What follows belongs to an exercise in optimizing a design on an open flow for small area; a production flow would make more cautious choices. Only simulation tests tie the RTL to the original design; equivalence was not proved. Power figures rest on the tool's default switching activity, not on a simulated workload.

## try-cedar
## cp_slot_engine
module cp_slot_engine (
    input  wire        clk,
    input  wire        rst,
    input  wire [3:0]  dip,
    input  wire        res_ok,
    input  wire        tick,
    input  wire        sample,
    input  wire        btn_check,
    input  wire        btn_write,
    input  wire        fa_rsp,
    input  wire [2:0]  fa_status,
    input  wire        fa_flag,
    input  wire [31:0] fa_size,
    input  wire [3:0]  st_idx,
    output wire [3:0]  mux_addr,
    output wire [15:0] led,
    output wire        fa_req,
    output wire [2:0]  fa_cmd,
    output wire [3:0]  fa_speed,
    output wire        arch_req,
    output wire        busy,
    output wire        ready,
    output wire        gerr,
    output wire        fatal,
    output wire [2:0]  run_err,
    output wire [2:0]  fatal_code,
    output wire [1:0]  evt,
    output wire [8:0]  st_data
);
    wire        boot_first, boot_run, boot_end;
    wire [15:0] m_fast, m_slow, m_on, m_data;
    reg  [3:0]  speed_cfg;
    always @(posedge clk)
        if (rst) speed_cfg <= dip;
    wire sample_en = sample && !rst && !fatal;
    cp_debounce u_db_check (
        .clk(clk), .rst(rst), .step(sample), .en(sample_en), .level(btn_check), .press(evt[0])
    );
    cp_debounce u_db_write (
        .clk(clk), .rst(rst), .step(sample), .en(sample_en), .level(btn_write), .press(evt[1])
    );
    cp_blink u_blink (
  ...
Size in the first run: about 850 cells after synthesis, roughly 200 flip-flops.
Settings: LEC_CHECK=0, CAP_MARGIN=20, CORE_MARGIN=2, CORE_UTILIZATION=40, CTS_BUF_LIST=sky130_fd_sc_hd__clkbuf_8, SLEW_MARGIN=20; clock period 10.0 ns.
standard.sh (not shown) runs the stock make flow with config.mk's settings and CLKGATE_MAP_FILE= SYNTH_SCRIPT=/design/flow/synth_recipe.tcl, a recipe that flattens the netlist after the stock synthesis.
==> flow/flow/run.sh <==
#!/bin/bash
# The standard layout with these changes:
#  - synthesis maps the logic with an area-oriented ABC script (flow/abc_area.script);
#    everything else in synthesis, registers included, is synth_recipe.tcl's;
#  - the port buffers are buf_1 instead of ORFS's default cell;
set -euo pipefail
here=$PWD
cat flow/abc_override.tcl synth_recipe.tcl > "$here/area_synth.tcl"
export FLOW_ABC_SCRIPT="$here/flow/abc_area.script"
bash standard.sh SYNTH_SCRIPT="$here/area_synth.tcl" \
  BUFFER_PORTS_ARGS="-buffer_cell sky130_fd_sc_hd__buf_1" \
  CTS_ARGS="-sink_clustering_enable -repair_clock_nets -root_buf sky130_fd_sc_hd__clkbuf_16 -buf_list sky130_fd_sc_hd__clkbuf_8 -dont_use_dummy_load" \
  finish > standard.log 2>&1
==> flow/flow/abc_area.script <==
&get -n
&st
&deepsyn -T 60
&dch -f
&nf -a -R 1000
&put
mfs2 -W 8
strash
&get -n
&dch -f
&nf -a -R 1000
&put
==> flow/flow/abc_override.tcl <==
# Prepended to synth_recipe.tcl: every abc call runs the area script next to
# this file instead of ORFS's speed script. Registers are untouched.
proc abc {args} {
  set i [lsearch -exact $args -script]
  if {$i >= 0} { set args [lreplace $args [expr {$i+1}] [expr {$i+1}] $::env(FLOW_ABC_SCRIPT)] }
  yosys abc {*}$args
}
What try-raven does differently from try-cedar at the input level:
Settings: swapping 40 for 55 in CORE_UTILIZATION.
diff --git a/flow/flow/run.sh b/flow/flow/run.sh
--- a/flow/flow/run.sh
+++ b/flow/flow/run.sh
@@ -10,4 +10,4 @@
 bash standard.sh SYNTH_SCRIPT="$here/area_synth.tcl" \
   BUFFER_PORTS_ARGS="-buffer_cell sky130_fd_sc_hd__buf_1" \
-  CTS_ARGS="-sink_clustering_enable -repair_clock_nets -root_buf sky130_fd_sc_hd__clkbuf_16 -buf_list sky130_fd_sc_hd__clkbuf_8 -dont_use_dummy_load" \
+  CTS_ARGS="-sink_clustering_enable -repair_clock_nets -buf_list sky130_fd_sc_hd__clkbuf_8 -dont_use_dummy_load" \
   finish > standard.log 2>&1
==> run notes <==
- Cells: try-raven has fewer instances than try-cedar
- On area of all placed cells without fillers, try-raven does better than try-cedar.
- In try-raven relative to try-cedar, placeable core region had gone down by more than a quarter.
- Note that the width of the die recorded for try-cedar amounts to 1.17 times the value seen in try-raven.
- Clock network power share ended up 0.7 points lower on try-raven than on try-cedar.
- Minimum hold slack: try-cedar vs try-raven — no meaningful difference
- Share of the clock period used by the worst path after layout for try-raven: 1.7 points down relative to try-cedar
- On adder-cell area share of the yosys netlist, try-raven and try-cedar are basically level.
Changes in try-delta relative to try-raven:
Settings: CORE_UTILIZATION now 40, was 55.
==> flow/flow/abc_area.script <==
&get -n
&st
&dch
&nf -a
&put
mfs2 -W 8
strash
&get -n
&dch -f
&nf -a -R 1000
&put
mfs2 -W 8
strash
&get -n
&dch -f
&nf -a -R 1000
&put
--- outcome ---
- Minimum clock period, try-delta and try-raven: smaller value in try-raven
- try-delta improves on try-raven in worst hold slack.
- try-delta: combinational fraction of design power 0.7 points above try-raven
- Looking at mux cell area share after synthesis, try-delta sits 1.3 points below try-raven.
- try-raven has higher utilization than try-delta.
- From try-raven to try-delta the numbers moved as follows: die width climbed about 17%, power barely changed, share of total power in the clock network climbed 0.2 points.
- No run among try-delta and try-raven stopped early or left any final violation; all are clean.
- Compared with try-raven, try-delta degrades cell area.
- try-raven and try-delta ended up with roughly the same share of final layout cell area taken by clock buffers and inverters.
#### Input delta (try-tundra over try-delta)
Settings: SLEW_MARGIN: 20 -> 0; CAP_MARGIN: 20 -> 0.
==> run notes <==
Between try-delta and try-tundra, the wire length does not differ in any meaningful way.
On area growth from synthesis to layout, try-delta tracks try-tundra almost exactly.
Top-level port count came out exactly the same in try-delta and try-tundra.

==> afterwards: timing with drivers on the ports <==
In the flow no input, the clock included, has a driving cell. The finished layouts below were timed again as built, in two steps.
Step 1 (the two cells are an assumption about what drives the block):
set clk [get_ports {clk}]
set_driving_cell -lib_cell sky130_fd_sc_hd__clkbuf_16 $clk
set_driving_cell -lib_cell sky130_fd_sc_hd__buf_2 [delete_from_list [all_inputs] $clk]
Step 2 moves the port delays by t, midway between the first and last clock arrival at a register: inputs arrive t later, outputs are due t later. That takes back most of the time a late clock gives input paths.
Three values: ideal ports, drivers, drivers and shift; two values: the first two.
run | t (ns) | slack for setup (ns) | clock arrival spread, ns | slew at the worst register clock pin (ns)
try-cedar | 0.426 | 3.656 / 3.586 / 3.586 | 0.059 / 0.059 | 0.13 / 0.13
try-raven | 0.491 | 3.829 / 3.805 / 3.805 | 0.038 / 0.038 | 0.11 / 0.11
try-delta | 0.503 | 3.621 / 3.574 / 3.574 | 0.047 / 0.048 | 0.12 / 0.12
try-tundra | 0.506 | 3.626 / 3.579 / 3.579 | 0.049 / 0.049 | 0.12 / 0.12
After both steps every run listed still meets setup and hold. The setup slack of try-cedar, which loses most, moves by -0.070 ns with the drivers and by -0.070 ns with both steps.
